From an optimization exercise on the open Yosys and OpenROAD flow, aimed at small area, a short achievable clock period and few clock cycles per item; shortcuts taken in it are not production practice. In this exercise RTL edits were held to simulation tests only and were not proved equivalent to the original.

==> flow/design.v, too long to show whole: its modules and the start of the top module <==
// module fp64_round: 32 lines
// module add_sk106: 694 lines
// module add_sk63: 388 lines
// module add_sk64: 400 lines
// module add_sk57: 334 lines
// module lzc57: 134 lines
// module fp64_mul: 42 lines
// module mul53: 4411 lines
// module fp64_add: 62 lines
// module iq_mac64: 127 lines
module iq_mac64 (
    input  wire        clk,
    input  wire        rst,
    input  wire        in_valid,
    output wire        in_ready,
    input  wire [63:0] in_acc,
    input  wire [63:0] in_x,
    input  wire [63:0] in_h,
    output wire        out_valid,
    input  wire        out_ready,
    output reg  [63:0] out_res
);
  // ...
==> flow/run.sh <==
#!/bin/bash
# synth_recipe.tcl (not shown) runs the flow's synth.tcl, then flattens the netlist and writes it again
# the make line also repeats each setting of config.mk as NAME=value (left out here)
make -C /OpenROAD-flow-scripts/flow DESIGN_CONFIG=/design/flow/config.mk WORK_HOME=/design/flow/orfs CLKGATE_MAP_FILE= SYNTH_SCRIPT=/design/flow/synth_recipe.tcl finish
==> flow/config.mk <==
export PLATFORM = sky130hd
export DESIGN_NAME = iq_mac64
export DESIGN_NICKNAME = iq_mac64
export VERILOG_FILES = /design/flow/design.v
export SDC_FILE = /design/flow/constraint.sdc
export NUM_CORES = 8
export LEC_CHECK = 0
export ABC_AREA = 1
export CAP_MARGIN = 20
export CORE_MARGIN = 2
export CORE_UTILIZATION = 40
export PLACE_DENSITY = 0.5
export SLEW_MARGIN = 20
==> flow/constraint.sdc <==
create_clock -name core_clock -period 65.0 [get_ports {clk}]
set_input_delay 13.0000 -clock core_clock [delete_from_list [all_inputs] [get_ports {clk}]]
set_output_delay 13.0000 -clock core_clock [all_outputs]
set_load 0.01 [all_outputs]
==> run_results.csv, run 1 <==
group,metric,value,unit
detailed_routing,wl_met2,208000,um
final_layout,antenna_cells,15,
synthesis,synth_area_leaders,"fa_1 26%, edfxtp_1 15%, xor2_1 14%",
hold_path,min_path_cells,0,
clock_tree,post_cts_buffers,0,
clock_tree,postCtsHoldBufs,0,
final_layout,largestClassByArea,"multi-input gates",
global_routing,grt_pass1_vias,94588,
detailed_routing,drtIter0Drc,12013,
final_layout,largest_reg_flops,106,
sta,timing.final.ws_setup,50.32,ns
sta,slew_violations,0,
sta,finalCritPeriodShare,22.6,%
clock_tree,clk_pin_slew_worst_paths,0.07,ns
final_layout,largest_register,"pp2",
synthesis,ys.flop_type,"edfxtp_1",
die,initial_core_util,40.3,%
final_layout,mostFrequentLayoutCells,"1,694 x nand2_1, 1,606 x xor2_1, 1,426 x o22ai_1",
critical_path,crit_cells,1,
final_layout,seq_cell_count,587,
clock_tree,cts_tree,"done",
critical_path,r2r_cells,69,
synthesis,yosysWarnings,1,
run_status,status,"no timing/DRC/antenna violations",
synthesis,synthTopCellsByCount,"1,699 x nand2_1, 1,606 x xor2_1, 1,426 x o22ai_1, 1,308 x fa_1, 1,231 x inv_1",
final_layout,area_growth_syn_to_layout,7.83,%
synthesis,synth_top_area_share,26.1,%
sta,period_minus_slack,14.68,ns
critical_path,cp-startpoint,"out_res[18]",
sta,fin_skew,0.0508,ns
critical_path,reg2reg_from,"pp2[52]",
final_layout,seq_share,15.6,%
final_layout,multi_input_area_share,69.3,%
critical_path,cp-end-kind,"output port",
clock_tree,clock_latency,0.76,ns
Testbench counts, summed over its fixed seeds: cycles 3,136, items 3,072.
==> module fp64_round, before the edit <==
module fp64_round (
    input  wire [56:0] s,        
    input  wire [10:0] eeg,
    input  wire        sg,
    input  wire        zs,
    input  wire        is_nan,
    input  wire        is_inf,
    output wire [63:0] y
);
    wire [56:0] mk  = (eeg > 11'd56) ? 57'd0 : (57'd1 << (6'd56 - eeg[5:0]));
    wire [56:0] sm  = s | mk;
    wire [6:0] lzw;
    lzc57 u_lzc (.v(sm), .z(lzw));
    wire [5:0] lz = lzw[5:0];
    wire [10:0] shl = {5'd0, lz};
    wire [56:0] sn  = s << lz;
    wire [52:0] w   = sn[56:4];
    wire        rb  = sn[3];
    wire        stk = |sn[2:0];
    wire        inc = rb & (stk | w[0]);
    wire [10:0] ex  = eeg - shl;
    wire [63:0] pk;
    wire        pco;
    add_sk64 u_pk (.a({1'b0, ex, w[51:0]}), .b({11'd0, w[52], 52'd0}), .ci(inc),
                   .s(pk), .co(pco));
    wire        ovf = pk[63] | (&pk[62:52]);
    assign y = is_nan         ? 64'h7FF8000000000000 :
               is_inf         ? {sg, 11'h7FF, 52'd0} :
               (s == 57'd0)   ? {zs, 63'd0} :
               ovf            ? {sg, 11'h7FF, 52'd0} :
                                {sg, pk[62:0]};
endmodule
==> inputs of run 2 (changes only) <==
--- a/flow/design.v
+++ b/flow/design.v
@@ -21,7 +21,7 @@
     wire [10:0] ex  = eeg - shl;
     wire [63:0] pk;
     wire        pco;
-    add_sk64 u_pk (.a({1'b0, ex, w[51:0]}), .b({11'd0, w[52], 52'd0}), .ci(inc),
+    add_bk64 u_pk (.a({1'b0, ex, w[51:0]}), .b({11'd0, w[52], 52'd0}), .ci(inc),
                    .s(pk), .co(pco));
     wire        ovf = pk[63] | (&pk[62:52]);
     assign y = is_nan         ? 64'h7FF8000000000000 :
@@ -1112,7 +1112,7 @@
     assign s = p0 ^ c[62:0];
     assign co = c[63];
 endmodule
-module add_sk64 (
+module add_bk64 (
     input  wire [63:0] a,
     input  wire [63:0] b,
     input  wire        ci,
@@ -1185,330 +1185,186 @@
     wire pp31 = p0[61] & p0[60];
     wire gg32 = g0[63] | (p0[63] & g0[62]);
     wire pp32 = p0[63] & p0[62];
-    wire gg33 = g0[2] | (p0[2] & gg1);
-    wire gg34 = gg2 | (pp2 & gg1);
-    wire gg35 = g0[6] | (p0[6] & gg3);
-    wire pp35 = p0[6] & pp3;
-    wire gg36 = gg4 | (pp4 & gg3);
-    wire pp36 = pp4 & pp3;
-    wire gg37 = g0[10] | (p0[10] & gg5);
-    wire pp37 = p0[10] & pp5;
-    wire gg38 = gg6 | (pp6 & gg5);
-    wire pp38 = pp6 & pp5;
-    wire gg39 = g0[14] | (p0[14] & gg7);
-    wire pp39 = p0[14] & pp7;
-    wire gg40 = gg8 | (pp8 & gg7);
-    wire pp40 = pp8 & pp7;
-    wire gg41 = g0[18] | (p0[18] & gg9);
-    wire pp41 = p0[18] & pp9;
-    wire gg42 = gg10 | (pp10 & gg9);
-    wire pp42 = pp10 & pp9;
-    wire gg43 = g0[22] | (p0[22] & gg11);
-    wire pp43 = p0[22] & pp11;
-    wire gg44 = gg12 | (pp12 & gg11);
-    wire pp44 = pp12 & pp11;
-    wire gg45 = g0[26] | (p0[26] & gg13);
-    wire pp45 = p0[26] & pp13;
-    wire gg46 = gg14 | (pp14 & gg13);
-    wire pp46 = pp14 & pp13;
-    wire gg47 = g0[30] | (p0[30] & gg15);
-    wire pp47 = p0[30] & pp15;
-    wire gg48 = gg16 | (pp16 & gg15);
-    wire pp48 = pp16 & pp15;
-    wire gg49 = g0[34] | (p0[34] & gg17);
-    wire pp49 = p0[34] & pp17;
-    wire gg50 = gg18 | (pp18 & gg17);
-    wire pp50 = pp18 & pp17;
-    wire gg51 = g0[38] | (p0[38] & gg19);
-    wire pp51 = p0[38] & pp19;
-    wire gg52 = gg20 | (pp20 & gg19);
-    wire pp52 = pp20 & pp19;
-    wire gg53 = g0[42] | (p0[42] & gg21);
-    wire pp53 = p0[42] & pp21;
-    wire gg54 = gg22 | (pp22 & gg21);
-    wire pp54 = pp22 & pp21;
-    wire gg55 = g0[46] | (p0[46] & gg23);
-    wire pp55 = p0[46] & pp23;
-    wire gg56 = gg24 | (pp24 & gg23);
-    wire pp56 = pp24 & pp23;
-    wire gg57 = g0[50] | (p0[50] & gg25);
-    wire pp57 = p0[50] & pp25;
-    wire gg58 = gg26 | (pp26 & gg25);
-    wire pp58 = pp26 & pp25;
-    wire gg59 = g0[54] | (p0[54] & gg27);
-    wire pp59 = p0[54] & pp27;
-    wire gg60 = gg28 | (pp28 & gg27);
-    wire pp60 = pp28 & pp27;
-    wire gg61 = g0[58] | (p0[58] & gg29);
-    wire pp61 = p0[58] & pp29;
-    wire gg62 = gg30 | (pp30 & gg29);
-    wire pp62 = pp30 & pp29;
-    wire gg63 = g0[62] | (p0[62] & gg31);
-    wire pp63 = p0[62] & pp31;
-    wire gg64 = gg32 | (pp32 & gg31);
-    wire pp64 = pp32 & pp31;
-    wire gg65 = g0[4] | (p0[4] & gg34);
-    wire gg66 = gg3 | (pp3 & gg34);
-    wire gg67 = gg35 | (pp35 & gg34);
-    wire gg68 = gg36 | (pp36 & gg34);
-    wire gg69 = g0[12] | (p0[12] & gg38);
-    wire pp69 = p0[12] & pp38;
-    wire gg70 = gg7 | (pp7 & gg38);
-    wire pp70 = pp7 & pp38;
-    wire gg71 = gg39 | (pp39 & gg38);
-    wire pp71 = pp39 & pp38;
-    wire gg72 = gg40 | (pp40 & gg38);
-    wire pp72 = pp40 & pp38;
-    wire gg73 = g0[20] | (p0[20] & gg42);
-    wire pp73 = p0[20] & pp42;
-    wire gg74 = gg11 | (pp11 & gg42);
-    wire pp74 = pp11 & pp42;
-    wire gg75 = gg43 | (pp43 & gg42);
-    wire pp75 = pp43 & pp42;
-    wire gg76 = gg44 | (pp44 & gg42);
-    wire pp76 = pp44 & pp42;
-    wire gg77 = g0[28] | (p0[28] & gg46);
-    wire pp77 = p0[28] & pp46;
-    wire gg78 = gg15 | (pp15 & gg46);
-    wire pp78 = pp15 & pp46;
-    wire gg79 = gg47 | (pp47 & gg46);
-    wire pp79 = pp47 & pp46;
-    wire gg80 = gg48 | (pp48 & gg46);
-    wire pp80 = pp48 & pp46;
-    wire gg81 = g0[36] | (p0[36] & gg50);
-    wire pp81 = p0[36] & pp50;
-    wire gg82 = gg19 | (pp19 & gg50);
-    wire pp82 = pp19 & pp50;
-    wire gg83 = gg51 | (pp51 & gg50);
-    wire pp83 = pp51 & pp50;
-    wire gg84 = gg52 | (pp52 & gg50);
-    wire pp84 = pp52 & pp50;
-    wire gg85 = g0[44] | (p0[44] & gg54);
-    wire pp85 = p0[44] & pp54;
-    wire gg86 = gg23 | (pp23 & gg54);
-    wire pp86 = pp23 & pp54;
-    wire gg87 = gg55 | (pp55 & gg54);
-    wire pp87 = pp55 & pp54;
-    wire gg88 = gg56 | (pp56 & gg54);
-    wire pp88 = pp56 & pp54;
-    wire gg89 = g0[52] | (p0[52] & gg58);
-    wire pp89 = p0[52] & pp58;
-    wire gg90 = gg27 | (pp27 & gg58);
-    wire pp90 = pp27 & pp58;
-    wire gg91 = gg59 | (pp59 & gg58);
-    wire pp91 = pp59 & pp58;
-    wire gg92 = gg60 | (pp60 & gg58);
-    wire pp92 = pp60 & pp58;
-    wire gg93 = g0[60] | (p0[60] & gg62);
-    wire pp93 = p0[60] & pp62;
-    wire gg94 = gg31 | (pp31 & gg62);
-    wire pp94 = pp31 & pp62;
-    wire gg95 = gg63 | (pp63 & gg62);
-    wire pp95 = pp63 & pp62;
-    wire gg96 = gg64 | (pp64 & gg62);
-    wire pp96 = pp64 & pp62;
-    wire gg97 = g0[8] | (p0[8] & gg68);
-    wire gg98 = gg5 | (pp5 & gg68);
-    wire gg99 = gg37 | (pp37 & gg68);
-    wire gg100 = gg38 | (pp38 & gg68);
-    wire gg101 = gg69 | (pp69 & gg68);
-    wire gg102 = gg70 | (pp70 & gg68);
-    wire gg103 = gg71 | (pp71 & gg68);
-    wire gg104 = gg72 | (pp72 & gg68);
-    wire gg105 = g0[24] | (p0[24] & gg76);
-    wire pp105 = p0[24] & pp76;
-    wire gg106 = gg13 | (pp13 & gg76);
-    wire pp106 = pp13 & pp76;
-    wire gg107 = gg45 | (pp45 & gg76);
-    wire pp107 = pp45 & pp76;
-    wire gg108 = gg46 | (pp46 & gg76);
-    wire pp108 = pp46 & pp76;
-    wire gg109 = gg77 | (pp77 & gg76);
-    wire pp109 = pp77 & pp76;
-    wire gg110 = gg78 | (pp78 & gg76);
-    wire pp110 = pp78 & pp76;
-    wire gg111 = gg79 | (pp79 & gg76);
-    wire pp111 = pp79 & pp76;
-    wire gg112 = gg80 | (pp80 & gg76);
-    wire pp112 = pp80 & pp76;
-    wire gg113 = g0[40] | (p0[40] & gg84);
-    wire pp113 = p0[40] & pp84;
-    wire gg114 = gg21 | (pp21 & gg84);
-    wire pp114 = pp21 & pp84;
-    wire gg115 = gg53 | (pp53 & gg84);
-    wire pp115 = pp53 & pp84;
-    wire gg116 = gg54 | (pp54 & gg84);
-    wire pp116 = pp54 & pp84;
-    wire gg117 = gg85 | (pp85 & gg84);
-    wire pp117 = pp85 & pp84;
-    wire gg118 = gg86 | (pp86 & gg84);
-    wire pp118 = pp86 & pp84;
-    wire gg119 = gg87 | (pp87 & gg84);
-    wire pp119 = pp87 & pp84;
-    wire gg120 = gg88 | (pp88 & gg84);
-    wire pp120 = pp88 & pp84;
-    wire gg121 = g0[56] | (p0[56] & gg92);
-    wire pp121 = p0[56] & pp92;
-    wire gg122 = gg29 | (pp29 & gg92);
-    wire pp122 = pp29 & pp92;
-    wire gg123 = gg61 | (pp61 & gg92);
-    wire pp123 = pp61 & pp92;
-    wire gg124 = gg62 | (pp62 & gg92);
-    wire pp124 = pp62 & pp92;
-    wire gg125 = gg93 | (pp93 & gg92);
-    wire pp125 = pp93 & pp92;
-    wire gg126 = gg94 | (pp94 & gg92);
-    wire pp126 = pp94 & pp92;
-    wire gg127 = gg95 | (pp95 & gg92);
-    wire pp127 = pp95 & pp92;
-    wire gg128 = gg96 | (pp96 & gg92);
-    wire pp128 = pp96 & pp92;
-    wire gg129 = g0[16] | (p0[16] & gg104);
-    wire gg130 = gg9 | (pp9 & gg104);
-    wire gg131 = gg41 | (pp41 & gg104);
-    wire gg132 = gg42 | (pp42 & gg104);
-    wire gg133 = gg73 | (pp73 & gg104);
-    wire gg134 = gg74 | (pp74 & gg104);
-    wire gg135 = gg75 | (pp75 & gg104);
-    wire gg136 = gg76 | (pp76 & gg104);
-    wire gg137 = gg105 | (pp105 & gg104);
-    wire gg138 = gg106 | (pp106 & gg104);
-    wire gg139 = gg107 | (pp107 & gg104);
-    wire gg140 = gg108 | (pp108 & gg104);
-    wire gg141 = gg109 | (pp109 & gg104);
-    wire gg142 = gg110 | (pp110 & gg104);
-    wire gg143 = gg111 | (pp111 & gg104);
-    wire gg144 = gg112 | (pp112 & gg104);
-    wire gg145 = g0[48] | (p0[48] & gg120);
-    wire pp145 = p0[48] & pp120;
-    wire gg146 = gg25 | (pp25 & gg120);
-    wire pp146 = pp25 & pp120;
-    wire gg147 = gg57 | (pp57 & gg120);
-    wire pp147 = pp57 & pp120;
-    wire gg148 = gg58 | (pp58 & gg120);
-    wire pp148 = pp58 & pp120;
-    wire gg149 = gg89 | (pp89 & gg120);
-    wire pp149 = pp89 & pp120;
-    wire gg150 = gg90 | (pp90 & gg120);
-    wire pp150 = pp90 & pp120;
-    wire gg151 = gg91 | (pp91 & gg120);
-    wire pp151 = pp91 & pp120;
-    wire gg152 = gg92 | (pp92 & gg120);
-    wire pp152 = pp92 & pp120;
-    wire gg153 = gg121 | (pp121 & gg120);
-    wire pp153 = pp121 & pp120;
-    wire gg154 = gg122 | (pp122 & gg120);
-    wire pp154 = pp122 & pp120;
-    wire gg155 = gg123 | (pp123 & gg120);
-    wire pp155 = pp123 & pp120;
-    wire gg156 = gg124 | (pp124 & gg120);
-    wire pp156 = pp124 & pp120;
-    wire gg157 = gg125 | (pp125 & gg120);
-    wire pp157 = pp125 & pp120;
-    wire gg158 = gg126 | (pp126 & gg120);
-    wire pp158 = pp126 & pp120;
-    wire gg159 = gg127 | (pp127 & gg120);
-    wire pp159 = pp127 & pp120;
-    wire gg160 = gg128 | (pp128 & gg120);
-    wire pp160 = pp128 & pp120;
-    wire gg161 = g0[32] | (p0[32] & gg144);
-    wire gg162 = gg17 | (pp17 & gg144);
-    wire gg163 = gg49 | (pp49 & gg144);
-    wire gg164 = gg50 | (pp50 & gg144);
-    wire gg165 = gg81 | (pp81 & gg144);
-    wire gg166 = gg82 | (pp82 & gg144);
-    wire gg167 = gg83 | (pp83 & gg144);
-    wire gg168 = gg84 | (pp84 & gg144);
-    wire gg169 = gg113 | (pp113 & gg144);
-    wire gg170 = gg114 | (pp114 & gg144);
-    wire gg171 = gg115 | (pp115 & gg144);
-    wire gg172 = gg116 | (pp116 & gg144);
-    wire gg173 = gg117 | (pp117 & gg144);
-    wire gg174 = gg118 | (pp118 & gg144);
-    wire gg175 = gg119 | (pp119 & gg144);
-    wire gg176 = gg120 | (pp120 & gg144);
-    wire gg177 = gg145 | (pp145 & gg144);
-    wire gg178 = gg146 | (pp146 & gg144);
-    wire gg179 = gg147 | (pp147 & gg144);
-    wire gg180 = gg148 | (pp148 & gg144);
-    wire gg181 = gg149 | (pp149 & gg144);
-    wire gg182 = gg150 | (pp150 & gg144);
-    wire gg183 = gg151 | (pp151 & gg144);
-    wire gg184 = gg152 | (pp152 & gg144);
-    wire gg185 = gg153 | (pp153 & gg144);
-    wire gg186 = gg154 | (pp154 & gg144);
-    wire gg187 = gg155 | (pp155 & gg144);
-    wire gg188 = gg156 | (pp156 & gg144);
-    wire gg189 = gg157 | (pp157 & gg144);
-    wire gg190 = gg158 | (pp158 & gg144);
-    wire gg191 = gg159 | (pp159 & gg144);
-    wire gg192 = gg160 | (pp160 & gg144);
+    wire gg33 = gg2 | (pp2 & gg1);
+    wire gg34 = gg4 | (pp4 & gg3);
+    wire pp34 = pp4 & pp3;
+    wire gg35 = gg6 | (pp6 & gg5);
+    wire pp35 = pp6 & pp5;
+    wire gg36 = gg8 | (pp8 & gg7);
+    wire pp36 = pp8 & pp7;
+    wire gg37 = gg10 | (pp10 & gg9);
+    wire pp37 = pp10 & pp9;
+    wire gg38 = gg12 | (pp12 & gg11);
+    wire pp38 = pp12 & pp11;
+    wire gg39 = gg14 | (pp14 & gg13);
+    wire pp39 = pp14 & pp13;
+    wire gg40 = gg16 | (pp16 & gg15);
+    wire pp40 = pp16 & pp15;
+    wire gg41 = gg18 | (pp18 & gg17);
+    wire pp41 = pp18 & pp17;
+    wire gg42 = gg20 | (pp20 & gg19);
+    wire pp42 = pp20 & pp19;
+    wire gg43 = gg22 | (pp22 & gg21);
+    wire pp43 = pp22 & pp21;
+    wire gg44 = gg24 | (pp24 & gg23);
+    wire pp44 = pp24 & pp23;
+    wire gg45 = gg26 | (pp26 & gg25);
+    wire pp45 = pp26 & pp25;
+    wire gg46 = gg28 | (pp28 & gg27);
+    wire pp46 = pp28 & pp27;
+    wire gg47 = gg30 | (pp30 & gg29);
+    wire pp47 = pp30 & pp29;
+    wire gg48 = gg32 | (pp32 & gg31);
+    wire pp48 = pp32 & pp31;
+    wire gg49 = gg34 | (pp34 & gg33);
+    wire gg50 = gg36 | (pp36 & gg35);
+    wire pp50 = pp36 & pp35;
+    wire gg51 = gg38 | (pp38 & gg37);
+    wire pp51 = pp38 & pp37;
+    wire gg52 = gg40 | (pp40 & gg39);
+    wire pp52 = pp40 & pp39;
+    wire gg53 = gg42 | (pp42 & gg41);
+    wire pp53 = pp42 & pp41;
+    wire gg54 = gg44 | (pp44 & gg43);
+    wire pp54 = pp44 & pp43;
+    wire gg55 = gg46 | (pp46 & gg45);
+    wire pp55 = pp46 & pp45;
+    wire gg56 = gg48 | (pp48 & gg47);
+    wire pp56 = pp48 & pp47;
+    wire gg57 = gg50 | (pp50 & gg49);
+    wire gg58 = gg52 | (pp52 & gg51);
+    wire pp58 = pp52 & pp51;
+    wire gg59 = gg54 | (pp54 & gg53);
+    wire pp59 = pp54 & pp53;
+    wire gg60 = gg56 | (pp56 & gg55);
+    wire pp60 = pp56 & pp55;
+    wire gg61 = gg58 | (pp58 & gg57);
+    wire gg62 = gg60 | (pp60 & gg59);
+    wire pp62 = pp60 & pp59;
+    wire gg63 = gg62 | (pp62 & gg61);
+    wire gg64 = gg59 | (pp59 & gg61);
+    wire gg65 = gg51 | (pp51 & gg57);
+    wire gg66 = gg53 | (pp53 & gg61);
+    wire gg67 = gg55 | (pp55 & gg64);
+    wire gg68 = gg35 | (pp35 & gg49);
+    wire gg69 = gg37 | (pp37 & gg57);
+    wire gg70 = gg39 | (pp39 & gg65);
+    wire gg71 = gg41 | (pp41 & gg61);
+    wire gg72 = gg43 | (pp43 & gg66);
+    wire gg73 = gg45 | (pp45 & gg64);
+    wire gg74 = gg47 | (pp47 & gg67);
+    wire gg75 = gg3 | (pp3 & gg33);
+    wire gg76 = gg5 | (pp5 & gg49);
+    wire gg77 = gg7 | (pp7 & gg68);
+    wire gg78 = gg9 | (pp9 & gg57);
+    wire gg79 = gg11 | (pp11 & gg69);
+    wire gg80 = gg13 | (pp13 & gg65);
+    wire gg81 = gg15 | (pp15 & gg70);
+    wire gg82 = gg17 | (pp17 & gg61);
+    wire gg83 = gg19 | (pp19 & gg71);
+    wire gg84 = gg21 | (pp21 & gg66);
+    wire gg85 = gg23 | (pp23 & gg72);
+    wire gg86 = gg25 | (pp25 & gg64);
+    wire gg87 = gg27 | (pp27 & gg73);
+    wire gg88 = gg29 | (pp29 & gg67);
+    wire gg89 = gg31 | (pp31 & gg74);
+    wire gg90 = g0[2] | (p0[2] & gg1);
+    wire gg91 = g0[4] | (p0[4] & gg33);
+    wire gg92 = g0[6] | (p0[6] & gg75);
+    wire gg93 = g0[8] | (p0[8] & gg49);
+    wire gg94 = g0[10] | (p0[10] & gg76);
+    wire gg95 = g0[12] | (p0[12] & gg68);
+    wire gg96 = g0[14] | (p0[14] & gg77);
+    wire gg97 = g0[16] | (p0[16] & gg57);
+    wire gg98 = g0[18] | (p0[18] & gg78);
+    wire gg99 = g0[20] | (p0[20] & gg69);
+    wire gg100 = g0[22] | (p0[22] & gg79);
+    wire gg101 = g0[24] | (p0[24] & gg65);
+    wire gg102 = g0[26] | (p0[26] & gg80);
+    wire gg103 = g0[28] | (p0[28] & gg70);
+    wire gg104 = g0[30] | (p0[30] & gg81);
+    wire gg105 = g0[32] | (p0[32] & gg61);
+    wire gg106 = g0[34] | (p0[34] & gg82);
+    wire gg107 = g0[36] | (p0[36] & gg71);
+    wire gg108 = g0[38] | (p0[38] & gg83);
+    wire gg109 = g0[40] | (p0[40] & gg66);
+    wire gg110 = g0[42] | (p0[42] & gg84);
+    wire gg111 = g0[44] | (p0[44] & gg72);
+    wire gg112 = g0[46] | (p0[46] & gg85);
+    wire gg113 = g0[48] | (p0[48] & gg64);
+    wire gg114 = g0[50] | (p0[50] & gg86);
+    wire gg115 = g0[52] | (p0[52] & gg73);
+    wire gg116 = g0[54] | (p0[54] & gg87);
+    wire gg117 = g0[56] | (p0[56] & gg67);
+    wire gg118 = g0[58] | (p0[58] & gg88);
+    wire gg119 = g0[60] | (p0[60] & gg74);
+    wire gg120 = g0[62] | (p0[62] & gg89);
     wire [64:0] c;
     assign c[0] = ci;
     assign c[1] = gci;
     assign c[2] = gg1;
-    assign c[3] = gg33;
-    assign c[4] = gg34;
-    assign c[5] = gg65;
-    assign c[6] = gg66;
-    assign c[7] = gg67;
-    assign c[8] = gg68;
-    assign c[9] = gg97;
-    assign c[10] = gg98;
-    assign c[11] = gg99;
-    assign c[12] = gg100;
-    assign c[13] = gg101;
-    assign c[14] = gg102;
-    assign c[15] = gg103;
-    assign c[16] = gg104;
-    assign c[17] = gg129;
-    assign c[18] = gg130;
-    assign c[19] = gg131;
-    assign c[20] = gg132;
-    assign c[21] = gg133;
-    assign c[22] = gg134;
-    assign c[23] = gg135;
-    assign c[24] = gg136;
-    assign c[25] = gg137;
-    assign c[26] = gg138;
-    assign c[27] = gg139;
-    assign c[28] = gg140;
-    assign c[29] = gg141;
-    assign c[30] = gg142;
-    assign c[31] = gg143;
-    assign c[32] = gg144;
-    assign c[33] = gg161;
-    assign c[34] = gg162;
-    assign c[35] = gg163;
-    assign c[36] = gg164;
-    assign c[37] = gg165;
-    assign c[38] = gg166;
-    assign c[39] = gg167;
-    assign c[40] = gg168;
-    assign c[41] = gg169;
-    assign c[42] = gg170;
-    assign c[43] = gg171;
-    assign c[44] = gg172;
-    assign c[45] = gg173;
-    assign c[46] = gg174;
-    assign c[47] = gg175;
-    assign c[48] = gg176;
-    assign c[49] = gg177;
-    assign c[50] = gg178;
-    assign c[51] = gg179;
-    assign c[52] = gg180;
-    assign c[53] = gg181;
-    assign c[54] = gg182;
-    assign c[55] = gg183;
-    assign c[56] = gg184;
-    assign c[57] = gg185;
-    assign c[58] = gg186;
-    assign c[59] = gg187;
-    assign c[60] = gg188;
-    assign c[61] = gg189;
-    assign c[62] = gg190;
-    assign c[63] = gg191;
-    assign c[64] = gg192;
+    assign c[3] = gg90;
+    assign c[4] = gg33;
+    assign c[5] = gg91;
+    assign c[6] = gg75;
+    assign c[7] = gg92;
+    assign c[8] = gg49;
+    assign c[9] = gg93;
+    assign c[10] = gg76;
+    assign c[11] = gg94;
+    assign c[12] = gg68;
+    assign c[13] = gg95;
+    assign c[14] = gg77;
+    assign c[15] = gg96;
+    assign c[16] = gg57;
+    assign c[17] = gg97;
+    assign c[18] = gg78;
+    assign c[19] = gg98;
+    assign c[20] = gg69;
+    assign c[21] = gg99;
+    assign c[22] = gg79;
+    assign c[23] = gg100;
+    assign c[24] = gg65;
+    assign c[25] = gg101;
+    assign c[26] = gg80;
+    assign c[27] = gg102;
+    assign c[28] = gg70;
+    assign c[29] = gg103;
+    assign c[30] = gg81;
+    assign c[31] = gg104;
+    assign c[32] = gg61;
+    assign c[33] = gg105;
+    assign c[34] = gg82;
+    assign c[35] = gg106;
+    assign c[36] = gg71;
+    assign c[37] = gg107;
+    assign c[38] = gg83;
+    assign c[39] = gg108;
+    assign c[40] = gg66;
+    assign c[41] = gg109;
+    assign c[42] = gg84;
+    assign c[43] = gg110;
+    assign c[44] = gg72;
+    assign c[45] = gg111;
+    assign c[46] = gg85;
+    assign c[47] = gg112;
+    assign c[48] = gg64;
+    assign c[49] = gg113;
+    assign c[50] = gg86;
+    assign c[51] = gg114;
+    assign c[52] = gg73;
+    assign c[53] = gg115;
+    assign c[54] = gg87;
+    assign c[55] = gg116;
+    assign c[56] = gg67;
+    assign c[57] = gg117;
+    assign c[58] = gg88;
+    assign c[59] = gg118;
+    assign c[60] = gg74;
+    assign c[61] = gg119;
+    assign c[62] = gg89;
+    assign c[63] = gg120;
+    assign c[64] = gg63;
     assign s = p0 ^ c[63:0];
     assign co = c[64];
 endmodule
==> flow/flow/run.sh (new file) <==
#!/bin/bash
# The standard layout (the standard.sh, all steps), with one change: the
# buffer that placement puts on every input and output port is
# sky130_fd_sc_hd__buf_2 instead of the cell buffer_ports picks by itself
# (a clkdlybuf4s50_1 delay cell). The full output of the flow goes to
# standard.log here; ORFS's own per-step logs stay under orfs/logs/.
set -euo pipefail
cd "$(dirname "$0")/.."
export BUFFER_PORTS_ARGS="-buffer_cell sky130_fd_sc_hd__buf_2"
bash standard.sh > standard.log 2>&1
==> flow/standard.sh (new file) <==
#!/bin/bash
# synth_recipe.tcl (not shown) runs the flow's synth.tcl, then flattens the netlist and writes it again
# the make line also repeats each setting of config.mk as NAME=value (left out here)
make -C /OpenROAD-flow-scripts/flow DESIGN_CONFIG=/design/flow/config.mk WORK_HOME=/design/flow/orfs CLKGATE_MAP_FILE= SYNTH_SCRIPT=/design/flow/synth_recipe.tcl "${@:-finish}"
--- a/flow/config.mk
+++ b/flow/config.mk
@@ -9,5 +9,7 @@
 export CAP_MARGIN = 20
 export CORE_MARGIN = 2
 export CORE_UTILIZATION = 40
+export CTS_CLUSTER_DIAMETER = 120
+export CTS_CLUSTER_SIZE = 20
 export PLACE_DENSITY = 0.5
 export SLEW_MARGIN = 20
removed: flow/run.sh
==> run_results.csv, run 2 <==
group,metric,value,unit
detailed_routing,drtIter0Drc,11240,
synthesis,syn_avg_cell_area,8.44,um2
critical_path,cp-end-kind,"output port",
final_layout,largest_reg_flops,106,
global_routing,grt_max_degree,110,
synthesis,synthArstFlopShare,0,%
sta,relSlewSlack,11.6,%
synthesis,synthAdderAreaFrac,31.5,%
sta,finalSetupTns,0,ns
synthesis,synthesis.nets,13701,
sta,rsz0062_at_grt,"false",
synthesis,yosysUniqueCellTypes,70,
synthesis,synth_top_area_share,26.3,%
detailed_routing,vias_per_cell,6.28,
synthesis,synth_area_leaders,"fa_1 26%, edfxtp_1 16%, xor2_1 14%",
place,placed_area,0.104,mm2
sta,setup_viol,0,
synthesis,synth_xor_xnor_area_share,14.1,%
synthesis,ys.flop_type,"edfxtp_1",
synthesis,synth_area_leader_cell,"fa_1",
flow_run,drv_cap,0,
sta,finalCritPeriodShare,21.9,%
detailed_routing,drc_errors,0,
detailed_routing,first_pass_iters,8,
die,die_area,0.253,mm2
global_routing,antenna_found_initial,18,
die,core_area,0.248,mm2
synthesis,yosysWarnings,1,
global_routing,overflow,0,
hold_path,min_path_cells,0,
synthesis,yosysMostFrequentCell,"nand2_1",
detailed_routing,ant_nets,0,
place,post-place-cells,14742,
synthesis,synth_top_family_by_area,"adder cells",
final_layout,nets,13372,
final_layout,layout.cells.most_common,"nand2_1",
critical_path,slowest_stage,"edfxtp_1",
final_layout,fin_area,0.105,mm2
clock_tree,post_cts_buffers,0,
clock_tree,cts_tree,"done",
clock_tree,clk_pin_slew_worst_paths,0.09,ns
die,row_count,183,
clock_tree,clock_latency,0.79,ns
synthesis,yosys.area_share.simple,11.9,%
place,dp_hpwl,335000,um
synthesis,syn-instance-count,11786,
sta,holdWs,0.421,ns
final_layout,largest_register,"pp2",
synthesis,syn-cell-area,0.0995,mm2
clock_tree,clockBufferDepth,3,
die,die_h,503,um
global_routing,grt_pass1_vias,93592,
detailed_routing,routed_wl,472000,um
sta,final_hold_viol_count,0,
die,initial_core_util,40.1,%
hold_path,min_path_type,"flip-flop to flip-flop",
final_layout,mostFrequentLayoutCells,"1,647 x nand2_1, 1,558 x xor2_1, 1,372 x o22ai_1",
clock_tree,numClockSinks,587,
critical_path,crit_chain,"buf_2",
final_layout,drive_gt1_share,7.14,%
sta,fmax,70.1,MHz
critical_path,critPathBufInv,1,
detailed_routing,num_vias,93052,
clock_tree,postCtsHoldBufs,0,
synthesis,synthMuxAreaShare,0.165,%
synthesis,synthTopCellsByCount,"1,655 x nand2_1, 1,558 x xor2_1, 1,372 x o22ai_1, 1,309 x fa_1, 1,281 x inv_1",
synthesis,synth_edf_count,514,
critical_path,criticalPathCategory,"flip-flop to output port",
global_routing,grt_first_pass_wirelength,670000,um
critical_path,path_delay_family,"flip-flops",
detailed_routing,drt-wirelength-per-cell,31.8,um
clock_tree,ctsResizeCount,0,
global_routing,track_usage,36.5,%
critical_path,r2r_cells,68,
place,gp_congestion,0.988,
final_layout,finalNonFillerCells,14826,
sta,period_minus_slack,14.26,ns
synthesis,ys_seq_area_share,17.0,%
die,io_pins,262,
final_layout,area_growth_syn_to_layout,5.92,%
synthesis,yosys_register_bits,587,
critical_path,slowest_delay,0.40,ns
critical_path,required,52.00,ns
place,port_buffers,261,
critical_path,critical_path_peak_fanout,1,
sta,worst_pin_slew,1.31,ns
run_status,status,"no timing/DRC/antenna violations",
sta,slew_violations,0,
die,die_w,503,um
synthesis,synth_compound_area_share,16.4,%
critical_path,crit_arrival,1.26,ns
clock_tree,clockRootBuffer,"clkbuf_16",
clock_tree,numCtsBuffers,43,
sta,fin_skew,0.0927,ns
clock_tree,h-tree-depth,2,
critical_path,critPathLaunchType,"flip-flop",
critical_path,crit_cells,1,
[run 2: cell types whose count changed in the layout (fill, tap and decap cells not counted), sizes merged, moves of 46 or more]
cell	previous run	this run
nand3	660	320
buf	265	555
clkdlybuf4s50	261	0
o21ai	465	643
o22ai	1426	1372
nand2	1712	1662
xor2	1606	1558
inv	1308	1354
[run 2: path summary, 6_finish.rpt]
check	startpoint	to	slack [ns]
max reg2reg	pp2[52]	s3[56]	51.71
min reg2reg	a1[57]	a2[57]	0.42
min	a1[57]	a2[57]	0.42
max	out_res[55]	out_res[55]	50.74
[run 2: cells by family (layout without fill, tap and decap cells)]
group	count (synthesis)	in the layout
buffers and inverters	2329	2028
AND/OR/NAND/NOR	2828	2828
XOR/XNOR	1604	1604
other	0	11
adder cells (fa/ha/maj)	1719	1719
multiplexers	16	16
flip-flops	587	587
AO/OA/AOI/OAI	2703	2703
[run 2: metrics by stage]
step | setup WS [ns] | utilization [%]
3_3_place_gp | 50.76 | 41.9
2_1_floorplan | 50.77 | -
6_report | 50.74 | 42.5
5_1_grt | 50.41 | 42.5
4_1_cts | 50.70 | 42.5
3_5_place_dp | 50.75 | 41.9
[run 2: layout make-up]
cell class | count | area, um2
Antenna cell | 11 | 27.5
Clock buffer | 53 | 1110
Clock inverter | 20 | 263
Fill cell | 24944 | 143000
Inverter | 1400 | 5280
Multi-Input combinational cell | 8870 | 74100
Sequential cell | 587 | 16900
Tap cell | 3330 | 4170
Timing Repair Buffer | 555 | 3530
[run 2: per-layer routing]
layer	global-route usage [%]	routed length (um)	up-vias	share of wire (%)
met5	0.685	339	-	0.072
met4	20.0	31900	18	6.8
met3	11.6	55300	1740	12
met2	55.7	204000	6336	43
met1	45.7	180000	46094	38
li1	-	-	38864	-
Testbench counts of run 2, summed over its fixed seeds: cycles 3,136, items 3,072.
==> inputs of run 3 (changes only) <==
==> flow/flow/run.sh (replaced) <==
#!/bin/bash
# The standard layout (the standard.sh, all steps), with one change: the
# buffer that placement puts on every input and output port is
# sky130_fd_sc_hd__buf_1 instead of the cell buffer_ports picks by itself
# (a clkdlybuf4s50_1 delay cell). The full output of the flow goes to
# standard.log here; ORFS's own per-step logs stay under orfs/logs/.
set -euo pipefail
cd "$(dirname "$0")/.."
export BUFFER_PORTS_ARGS="-buffer_cell sky130_fd_sc_hd__buf_1"
bash standard.sh > standard.log 2>&1
--- a/flow/config.mk
+++ b/flow/config.mk
@@ -8,8 +8,8 @@
 export ABC_AREA = 1
 export CAP_MARGIN = 20
 export CORE_MARGIN = 2
-export CORE_UTILIZATION = 40
+export CORE_UTILIZATION = 52
 export CTS_CLUSTER_DIAMETER = 120
 export CTS_CLUSTER_SIZE = 20
-export PLACE_DENSITY = 0.5
+export PLACE_DENSITY = 0.62
 export SLEW_MARGIN = 20
==> run_results.csv, run 3 <==
group,metric,value,unit
sta,final_hold_viol_count,0,
place,placed_area,0.102,mm2
clock_tree,clock_latency,0.73,ns
sta,finalSetupTns,0,ns
detailed_routing,drtIter0Drc,12636,
die,row_count,160,
final_layout,largest_register,"pp2",
synthesis,ys.flop_type,"edfxtp_1",
synthesis,syn-cell-area,0.0995,mm2
synthesis,synthTopCellsByCount,"1,655 x nand2_1, 1,558 x xor2_1, 1,372 x o22ai_1, 1,309 x fa_1, 1,281 x inv_1",
clock_tree,postCtsHoldBufs,0,
critical_path,reg2reg_slack,52.04,ns
final_layout,largest_reg_flops,106,
critical_path,r2r_cells,67,
hold_path,hold_path.startpoint,"a1[27]",
critical_path,criticalPathCategory,"flip-flop to output port",
sta,fin_skew,0.0829,ns
synthesis,yosys_register_bits,587,
detailed_routing,routed_wl,428000,um
sta,slew_violations,0,
sta,finalCritPeriodShare,21.9,%
sta,holdWs,0.423,ns
critical_path,critPathBufInv,1,
synthesis,ys_seq_area_share,17.0,%
place,post-place-cells,13873,
synthesis,syn_avg_cell_area,8.44,um2
die,die_w,441,um
clock_tree,numCtsBuffers,39,
critical_path,critPathLaunchType,"flip-flop",
synthesis,synth_edf_count,514,
die,die_h,441,um
global_routing,grt_use_met1,52.7,%
flow_run,drv_cap,0,
hold_path,min_path_cells,0,
final_layout,finalNonFillerCells,13942,
global_routing,overflow,0,
clock_tree,ctsResizeCount,0,
global_routing,grt_max_degree,87,
synthesis,synthArstFlopShare,0,%
clock_tree,cts_tree,"done",
critical_path,cp-end-kind,"output port",
sta,fmax,70.4,MHz
die,die_area,0.195,mm2
clock_tree,numClockSinks,587,
final_layout,num-fill-cells,17791,
critical_path,crit_arrival,1.20,ns
place,gp_congestion,0.999,
hold_path,min_path_type,"flip-flop to flip-flop",
die,initial_core_util,52.3,%
final_layout,drive_gt1_share,4.29,%
detailed_routing,num_vias,92873,
detailed_routing,ant_nets,0,
final_layout,mostFrequentLayoutCells,"1,647 x nand2_1, 1,558 x xor2_1, 1,372 x o22ai_1",
sta,period_minus_slack,14.20,ns
place,dp_hpwl,303000,um
global_routing,grt_first_pass_wirelength,619000,um
final_layout,fin_area,0.104,mm2
detailed_routing,drc_errors,0,
place,port_buffers,261,
synthesis,yosysWarnings,1,
clock_tree,clockRootBuffer,"clkbuf_16",
synthesis,yosysMostFrequentCell,"nand2_1",
critical_path,crit_chain,"buf_1",
global_routing,grt_use_met3,16.0,%
hold_path,hold_path_end,"a2[27]",
critical_path,slowest_delay,0.39,ns
critical_path,path_delay_family,"flip-flops",
clock_tree,clk_pin_slew_worst_paths,0.08,ns
sta,rsz0062_at_grt,"false",
critical_path,reg2reg_from,"pp2[52]",
critical_path,required,52.00,ns
synthesis,syn-instance-count,11786,
global_routing,use_met2,65.3,%
critical_path,r2r-end,"s3[56]",
final_layout,finish.utilization,54.4,%
critical_path,critical_path_peak_fanout,1,
global_routing,antenna_found_initial,7,
final_layout,nets,13318,
final_layout,area_growth_syn_to_layout,4.01,%
clock_tree,clockBufferDepth,3,
clock_tree,h-tree-depth,2,
synthesis,synth_area_leader_cell,"fa_1",
detailed_routing,first_pass_iters,11,
die,core_area,0.190,mm2
final_layout,layout.cells.most_common,"nand2_1",
sta,relSlewSlack,14.6,%
sta,setup_viol,0,
synthesis,synthesis.nets,13701,
detailed_routing,drt-wirelength-per-cell,30.7,um
synthesis,yosysUniqueCellTypes,70,
critical_path,slowest_stage,"edfxtp_1",
sta,worst_pin_slew,1.27,ns
detailed_routing,vias_per_cell,6.66,
global_routing,track_usage,43.1,%
synthesis,synth_area_leaders,"fa_1 26%, edfxtp_1 16%, xor2_1 14%",
synthesis,synth_top_area_share,26.3,%
global_routing,busiest_layer,"met2",
run_status,status,"no timing/DRC/antenna violations",
die,io_pins,262,
global_routing,grt_pass1_vias,93103,
clock_tree,post_cts_buffers,0,
==> run 3: kinds of logic after synthesis <==
logic type / Yosys count / share of synthesized area [%]
XOR/XNOR: 1604 / 14.1
buffers and inverters: 2329 / 8.93
multiplexers: 16 / 0.165
AO/OA/AOI/OAI: 2703 / 16.4
AND/OR/NAND/NOR: 2828 / 11.9
flip-flops: 587 / 17.0
adder cells (fa/ha/maj): 1719 / 31.5
==> run 3: cell type report <==
type / instances / area, um2 / area share (%)
sequential: 587 / 16900 / 16.3
clock buffer: 53 / 1060 / 1.02
tap: 2511 / 3140 / 3.04
inverter: 1400 / 5270 / 5.09
multi-input combinational: 8870 / 74100 / 71.6
clock inverter: 11 / 155 / 0.150
timing repair buffer: 505 / 2860 / 2.77
antenna: 5 / 12.5 / 0.0121
==> run 3: worst max-delay path by stage <==
stage / start / endpoint / slack (ns) / cells after the start
3_5_place_dp: out_ready / out_res[62] / 50.72 / 3
3_3_place_gp: out_ready / out_res[62] / 50.76 / 3
5_1_grt: pp2[52] / s3[56] / 50.55 / 67
6_report: out_res[52] / out_res[52] / 50.80 / 1
4_1_cts: out_res[12] / out_res[12] / 50.74 / 1
2_1_floorplan: out_ready / out_res[0] / 50.77 / 1
==> run 3: per-layer routing <==
layer / part of all wire [%] / vias to the layer above
met3: 14 / 2074
met2: 43 / 7095
li1: - / 38730
met4: 7.4 / 4
met5: 0.023 / -
met1: 36 / 44970
==> run 3: stage by stage <==
step | setup WS [ns]
after detailed placement | 50.72
final | 50.80
after CTS | 50.74
after global routing | 50.55
after global placement | 50.76
after floorplan | 50.77
==> inputs of run 4 (changes only) <==
--- a/flow/config.mk
+++ b/flow/config.mk
@@ -8,8 +8,8 @@
 export ABC_AREA = 1
 export CAP_MARGIN = 20
 export CORE_MARGIN = 2
-export CORE_UTILIZATION = 52
+export CORE_UTILIZATION = 56
 export CTS_CLUSTER_DIAMETER = 120
 export CTS_CLUSTER_SIZE = 20
-export PLACE_DENSITY = 0.62
+export PLACE_DENSITY = 0.66
 export SLEW_MARGIN = 20
==> run_results.csv, run 4 <==
group,metric,value,unit
run_status,status,"no timing/DRC/antenna violations",
final_layout,drive_gt1_share,4.36,%
critical_path,path_delay_family,"flip-flops",
critical_path,r2r_cells,68,
sta,final_hold_viol_count,0,
clock_tree,clock_latency,0.71,ns
final_layout,largest_reg_flops,106,
clock_tree,clockBufferDepth,3,
clock_tree,cts_tree,"done",
die,core_area,0.176,mm2
synthesis,synth_area_leader_cell,"fa_1",
critical_path,crit_cells,1,
die,die_area,0.181,mm2
detailed_routing,routed_wl,429000,um
clock_tree,h-tree-depth,2,
hold_path,min_path_type,"flip-flop to flip-flop",
detailed_routing,drtIter0Drc,13676,
flow_run,drv_cap,0,
die,io_pins,262,
place,post-place-cells,13708,
die,die_h,426,um
synthesis,synthArstFlopShare,0,%
sta,holdWs,0.418,ns
sta,setup_viol,0,
sta,period_minus_slack,14.22,ns
synthesis,synthesis.nets,13701,
clock_tree,clockRootBuffer,"clkbuf_16",
global_routing,track_usage,46.4,%
synthesis,yosys_register_bits,587,
final_layout,area_growth_syn_to_layout,3.81,%
critical_path,cp-end-kind,"output port",
critical_path,slowest_stage,"edfxtp_1",
final_layout,nets,13324,
clock_tree,ctsResizeCount,0,
global_routing,overflow,0,
die,die_w,426,um
hold_path,min_path_cells,0,
detailed_routing,ant_nets,0,
detailed_routing,num_vias,94270,
detailed_routing,drt-wirelength-per-cell,31.1,um
detailed_routing,first_pass_iters,11,
sta,worst_pin_slew,1.26,ns
critical_path,crit_arrival,1.22,ns
synthesis,synth_area_leaders,"fa_1 26%, edfxtp_1 16%, xor2_1 14%",
final_layout,regArea,0.0169,mm2
clock_tree,clk_pin_slew_worst_paths,0.08,ns
synthesis,yosysUniqueCellTypes,70,
sta,slew_violations,0,
synthesis,synthTopCellsByCount,"1,655 x nand2_1, 1,558 x xor2_1, 1,372 x o22ai_1, 1,309 x fa_1, 1,281 x inv_1",
final_layout,mostFrequentLayoutCells,"1,647 x nand2_1, 1,558 x xor2_1, 1,372 x o22ai_1",
sta,finalSetupTns,0,ns
place,port_buffers,261,
detailed_routing,vias_per_cell,6.84,
critical_path,slowest_delay,0.38,ns
sta,relSlewSlack,16.0,%
synthesis,syn-instance-count,11786,
synthesis,yosysMostFrequentCell,"nand2_1",
die,row_count,154,
clock_tree,numClockSinks,587,
critical_path,critPathBufInv,1,
clock_tree,postCtsHoldBufs,0,
sta,fin_skew,0.0565,ns
global_routing,grt_first_pass_wirelength,620000,um
critical_path,critPathLaunchType,"flip-flop",
detailed_routing,drc_errors,0,
final_layout,num-fill-cells,15919,
synthesis,yosysWarnings,1,
synthesis,ys.flop_type,"edfxtp_1",
global_routing,grt_max_degree,106,
synthesis,ys_seq_area_share,17.0,%
final_layout,largest_register,"pp2",
global_routing,grt_pass1_vias,93799,
sta,rsz0062_at_grt,"false",
synthesis,syn_avg_cell_area,8.44,um2
clock_tree,numCtsBuffers,39,
global_routing,antenna_found_initial,11,
critical_path,required,52.00,ns
place,dp_hpwl,301000,um
final_layout,finalNonFillerCells,13784,
synthesis,synth_top_area_share,26.3,%
synthesis,syn-cell-area,0.0995,mm2
sta,fmax,70.3,MHz
critical_path,criticalPathCategory,"flip-flop to output port",
critical_path,crit_chain,"buf_1",
final_layout,layout.cells.most_common,"nand2_1",
final_layout,multi_input_area,0.0741,mm2
synthesis,synth_edf_count,514,
clock_tree,post_cts_buffers,0,
die,initial_core_util,56.4,%
place,gp_congestion,1.03,
sta,finalCritPeriodShare,21.9,%
critical_path,critical_path_peak_fanout,1,
run 4: cell counts after synthesis:
Identical to the previous run, type by type.
run 4: layout make-up:
| class | instances | area share, % |
|---|---|---|
| multi-input combinational | 8870 | 71.8 |
| tap | 2340 | 2.83 |
| inverter | 1400 | 5.11 |
| antenna | 12 | 0.0291 |
| timing repair buffer | 511 | 2.76 |
| sequential | 587 | 16.4 |
| clock buffer | 54 | 0.999 |
| clock inverter | 10 | 0.144 |
run 4: worst paths after layout:
path | startpoint | endpoint | slack [ns]
max | out_res[54] | out_res[54] | 50.78
min | a1[21] | a2[21] | 0.42
max reg2reg | pp2[52] | s3[56] | 51.32
min reg2reg | a1[21] | a2[21] | 0.42
run 4: cell families (layout without fill, tap and decap cells):
family                     after synthesis  in the layout  share of synthesized area [%]
AOI/OAI and AO/OA                     2703           2703                           16.4
muxes                                   16             16                          0.165
buffers and inverters                 2329           1975                           8.93
other                                    0             12                              0
and+or+nand+nor                       2828           2828                           11.9
adders and majority gates             1719           1719                           31.5
DFF                                    587            587                           17.0
xor gates and xnor gates              1604           1604                           14.1
run 4: stage by stage:
step | utilization [%] | setup WS [ns] | area [um2]
floorplan | - | 50.77 | 99500
global route | 58.6 | 50.09 | 103000
global placement | 57.9 | 50.76 | 102000
finish | 58.6 | 50.78 | 103000
detailed placement | 57.9 | 50.74 | 102000
CTS | 58.6 | 50.74 | 103000
run 4: metal layers:
| metal | GRT usage (%) | part of all wire, % | vias to the layer above |
|---|---|---|---|
| met1 | 56.0 | 35 | 45092 |
| li1 | - | - | 38729 |
| met4 | 30.7 | 8.9 | 20 |
| met5 | 2.46 | 0.14 | - |
| met2 | 68.3 | 42 | 7812 |
| met3 | 18.4 | 14 | 2617 |
==> inputs of run 5 (changes only) <==
==> flow/run.sh (new file) <==
#!/bin/bash
# synth_recipe.tcl (not shown) runs the flow's synth.tcl, then flattens the netlist and writes it again
# the make line also repeats each setting of config.mk as NAME=value (left out here)
make -C /OpenROAD-flow-scripts/flow DESIGN_CONFIG=/design/flow/config.mk WORK_HOME=/design/flow/orfs CLKGATE_MAP_FILE= SYNTH_SCRIPT=/design/flow/synth_recipe.tcl finish
--- a/flow/config.mk
+++ b/flow/config.mk
@@ -8,8 +8,8 @@
 export ABC_AREA = 1
 export CAP_MARGIN = 20
 export CORE_MARGIN = 2
-export CORE_UTILIZATION = 56
+export CORE_UTILIZATION = 40
 export CTS_CLUSTER_DIAMETER = 120
 export CTS_CLUSTER_SIZE = 20
-export PLACE_DENSITY = 0.66
+export PLACE_DENSITY = 0.5
 export SLEW_MARGIN = 20
removed: flow/flow/run.sh
removed: flow/standard.sh
==> run_results.csv, run 5 <==
group,metric,value,unit
final_layout,drive_gt1_share,4.72,%
critical_path,path_delay_family,"buffers and inverters",
final_layout,largest_reg_flops,106,
sta,timing.final.ws_setup,50.40,ns
critical_path,r2r-end,"s3[56]",
sta,setup_viol,0,
global_routing,overflow,0,
detailed_routing,drtIter0Drc,11017,
critical_path,criticalPathCategory,"flip-flop to output port",
sta,relSlewSlack,24.9,%
place,pre_cts_ws,50.33,ns
clock_tree,clk_pin_slew_worst_paths,0.09,ns
die,initial_core_util,40.1,%
clock_tree,cts_tree,"done",
critical_path,reg2reg_from,"pp2[52]",
synthesis,synth_edf_count,514,
place,port_buffers,261,
clock_tree,post_cts_buffers,0,
final_layout,nets,13360,
place,dp_hpwl,339000,um
sta,rsz0062_at_grt,"false",
clock_tree,clockRootBuffer,"clkbuf_16",
die,io_pins,262,
sta,worst_pin_slew,1.11,ns
global_routing,track_usage,36.3,%
critical_path,required,52.00,ns
critical_path,cp-end-kind,"output port",
clock_tree,clock_latency,0.79,ns
clock_tree,clockBufferDepth,3,
critical_path,reg2reg_slack,51.58,ns
sta,fin_skew,0.0999,ns
synthesis,synthArstFlopShare,0,%
detailed_routing,first_pass_iters,8,
sta,finalCritPeriodShare,22.5,%
die,core_area,0.248,mm2
synthesis,yosysWarnings,1,
sta,period_minus_slack,14.60,ns
die,row_count,183,
synthesis,syn_avg_cell_area,8.44,um2
clock_tree,numCtsBuffers,43,
final_layout,mostFrequentLayoutCells,"1,647 x nand2_1, 1,558 x xor2_1, 1,372 x o22ai_1",
detailed_routing,vias_per_cell,6.21,
detailed_routing,drc_errors,0,
global_routing,antenna_found_initial,11,
final_layout,num-fill-cells,24751,
sta,slew_violations,0,
synthesis,syn-cell-area,0.0995,mm2
critical_path,r2r_cells,70,
synthesis,syn-instance-count,11786,
sta,fmax,68.5,MHz
clock_tree,postCtsHoldBufs,0,
die,die_h,503,um
sta,final_hold_viol_count,0,
die,die_area,0.253,mm2
final_layout,area_growth_syn_to_layout,7.17,%
final_layout,largest_register,"pp2",
critical_path,critPathBufInv,1,
critical_path,cp-endpoint,"out_res[45]",
run_status,status,"no timing/DRC/antenna violations",
hold_path,min_path_type,"flip-flop to flip-flop",
sta,finalSetupTns,0,ns
detailed_routing,num_vias,91980,
global_routing,grt_max_degree,110,
critical_path,crit_arrival,1.60,ns
clock_tree,ctsResizeCount,0,
critical_path,slowest_delay,0.55,ns
critical_path,cp-startpoint,"out_res[45]",
clock_tree,numClockSinks,587,
synthesis,yosysUniqueCellTypes,70,
global_routing,grt_pass1_vias,92256,
detailed_routing,routed_wl,471000,um
flow_run,drv_cap,0,
clock_tree,h-tree-depth,2,
synthesis,synthesis.nets,13701,
synthesis,synth_area_leader_cell,"fa_1",
place,gp_congestion,1.00,
critical_path,critical_path_peak_fanout,1,
final_layout,layout.cells.most_common,"nand2_1",
synthesis,yosys_register_bits,587,
synthesis,ys_seq_area_share,17.0,%
critical_path,critPathLaunchType,"flip-flop",
synthesis,synthTopCellsByCount,"1,655 x nand2_1, 1,558 x xor2_1, 1,372 x o22ai_1, 1,309 x fa_1, 1,281 x inv_1",
global_routing,grt_first_pass_wirelength,664000,um
synthesis,ys.flop_type,"edfxtp_1",
detailed_routing,drt-wirelength-per-cell,31.8,um
critical_path,crit_chain,"clkdlybuf4s50_1",
synthesis,yosysMostFrequentCell,"nand2_1",
critical_path,slowest_stage,"clkdlybuf4s50_1",
critical_path,crit_cells,1,
synthesis,synth_area_leaders,"fa_1 26%, edfxtp_1 16%, xor2_1 14%",
die,die_w,503,um
detailed_routing,ant_nets,0,
synthesis,synth_top_area_share,26.3,%
[run 5: cell counts after synthesis]
No cell type changed its count.
[run 5: logic make-up after synthesis]
kind of cell,share of synthesized area [%]
simple gates,11.9
compound gates,16.4
buf+inv,8.93
fa+ha+maj,31.5
xor+xnor,14.1
flops,17.0
mux,0.165
[run 5: cell type report]
type | instances | area [um2] | share of cell area, %
multi-input cells | 8870 | 74200 | 69.5
flip-flops and latches | 587 | 16900 | 15.8
inverters | 1400 | 5280 | 4.95
repair buffers | 543 | 4740 | 4.45
well taps | 3330 | 4170 | 3.91
clock buffers | 56 | 1150 | 1.07
clock inverters | 16 | 258 | 0.242
diodes | 7 | 17.5 | 0.0164
[run 5: how the worst min path moves through the flow]
stage / startpoint / to / slack (ns) / depth (start not counted)
floorplan: a1[0] / a2[0] / 0.40 / 0
global placement: a1[39] / a2[39] / 0.41 / 0
detailed placement: a1[43] / a2[43] / 0.40 / 0
CTS: a1[38] / a2[38] / 0.41 / 0
global route: a1[33] / a2[33] / 0.42 / 0
finish: a1[38] / a2[38] / 0.41 / 0
[run 5: worst register-to-register path: cells and delay by family, from the launching register on]
| family | cells | cell delay [ns] |
|---|---|---|
| compound gates | 15 | 3.70 |
| xor+xnor | 3 | 1.13 |
| fa+ha+maj | 4 | 0.98 |
| buf+inv | 12 | 2.24 |
| flops | 1 | 0.41 |
| simple gates | 36 | 4.61 |
[run 5: per-layer routing]
layer  routed length [um]  GRT usage [%]
met5                  304          0.856
met4                32500           20.1
met3                51500           9.63
met2               205000           55.9
met1               181000           46.0
[run 5: per-stage QoR]
step	std cells	utilization (%)	hold WS (ns)	instance area, um2
4_1_cts	14802	43.0	0.415	107000
3_3_place_gp	14729	42.4	0.414	105000
2_1_floorplan	11786	-	0.400	99500
6_report	14809	43.0	0.412	107000
5_1_grt	14805	43.0	0.422	107000
3_5_place_dp	14730	42.4	0.405	105000

## separate check: timing with driven ports
The flow's constraints put no driver on any port. The routed layouts listed below were extracted and timed again, unchanged, in two steps. Step 1 (the two cells are an assumption about what drives the block):
set clk [get_ports {clk}]
set_driving_cell -lib_cell sky130_fd_sc_hd__clkbuf_16 $clk
set_driving_cell -lib_cell sky130_fd_sc_hd__buf_2 [delete_from_list [all_inputs] $clk]
Step 2 moves the port delays by t, midway between the first and last clock arrival at a register: inputs arrive t later, outputs are due t later. That takes back most of the time a late clock gives input paths. Three values: ideal ports, drivers, drivers and shift; two values: the first two.
| run | t (ns) | setup WS [ns] | clock arrival spread, ns |
|---|---|---|---|
| run 1 | 0.836 | 50.325 / 50.222 / 50.098 | 0.051 / 0.051 |
| run 2 | 0.841 | 50.744 / 50.644 / 50.706 | 0.093 / 0.093 |
| run 3 | 0.783 | 50.795 / 50.699 / 50.708 | 0.083 / 0.083 |
| run 4 | 0.787 | 50.775 / 50.672 / 50.702 | 0.056 / 0.057 |
| run 5 | 0.841 | 50.401 / 50.302 / 50.280 | 0.102 / 0.102 |
After both steps setup and hold are still met in every run listed. The setup slack of run 1, which loses most, moves by -0.103 ns with the drivers and by -0.227 ns with both steps.
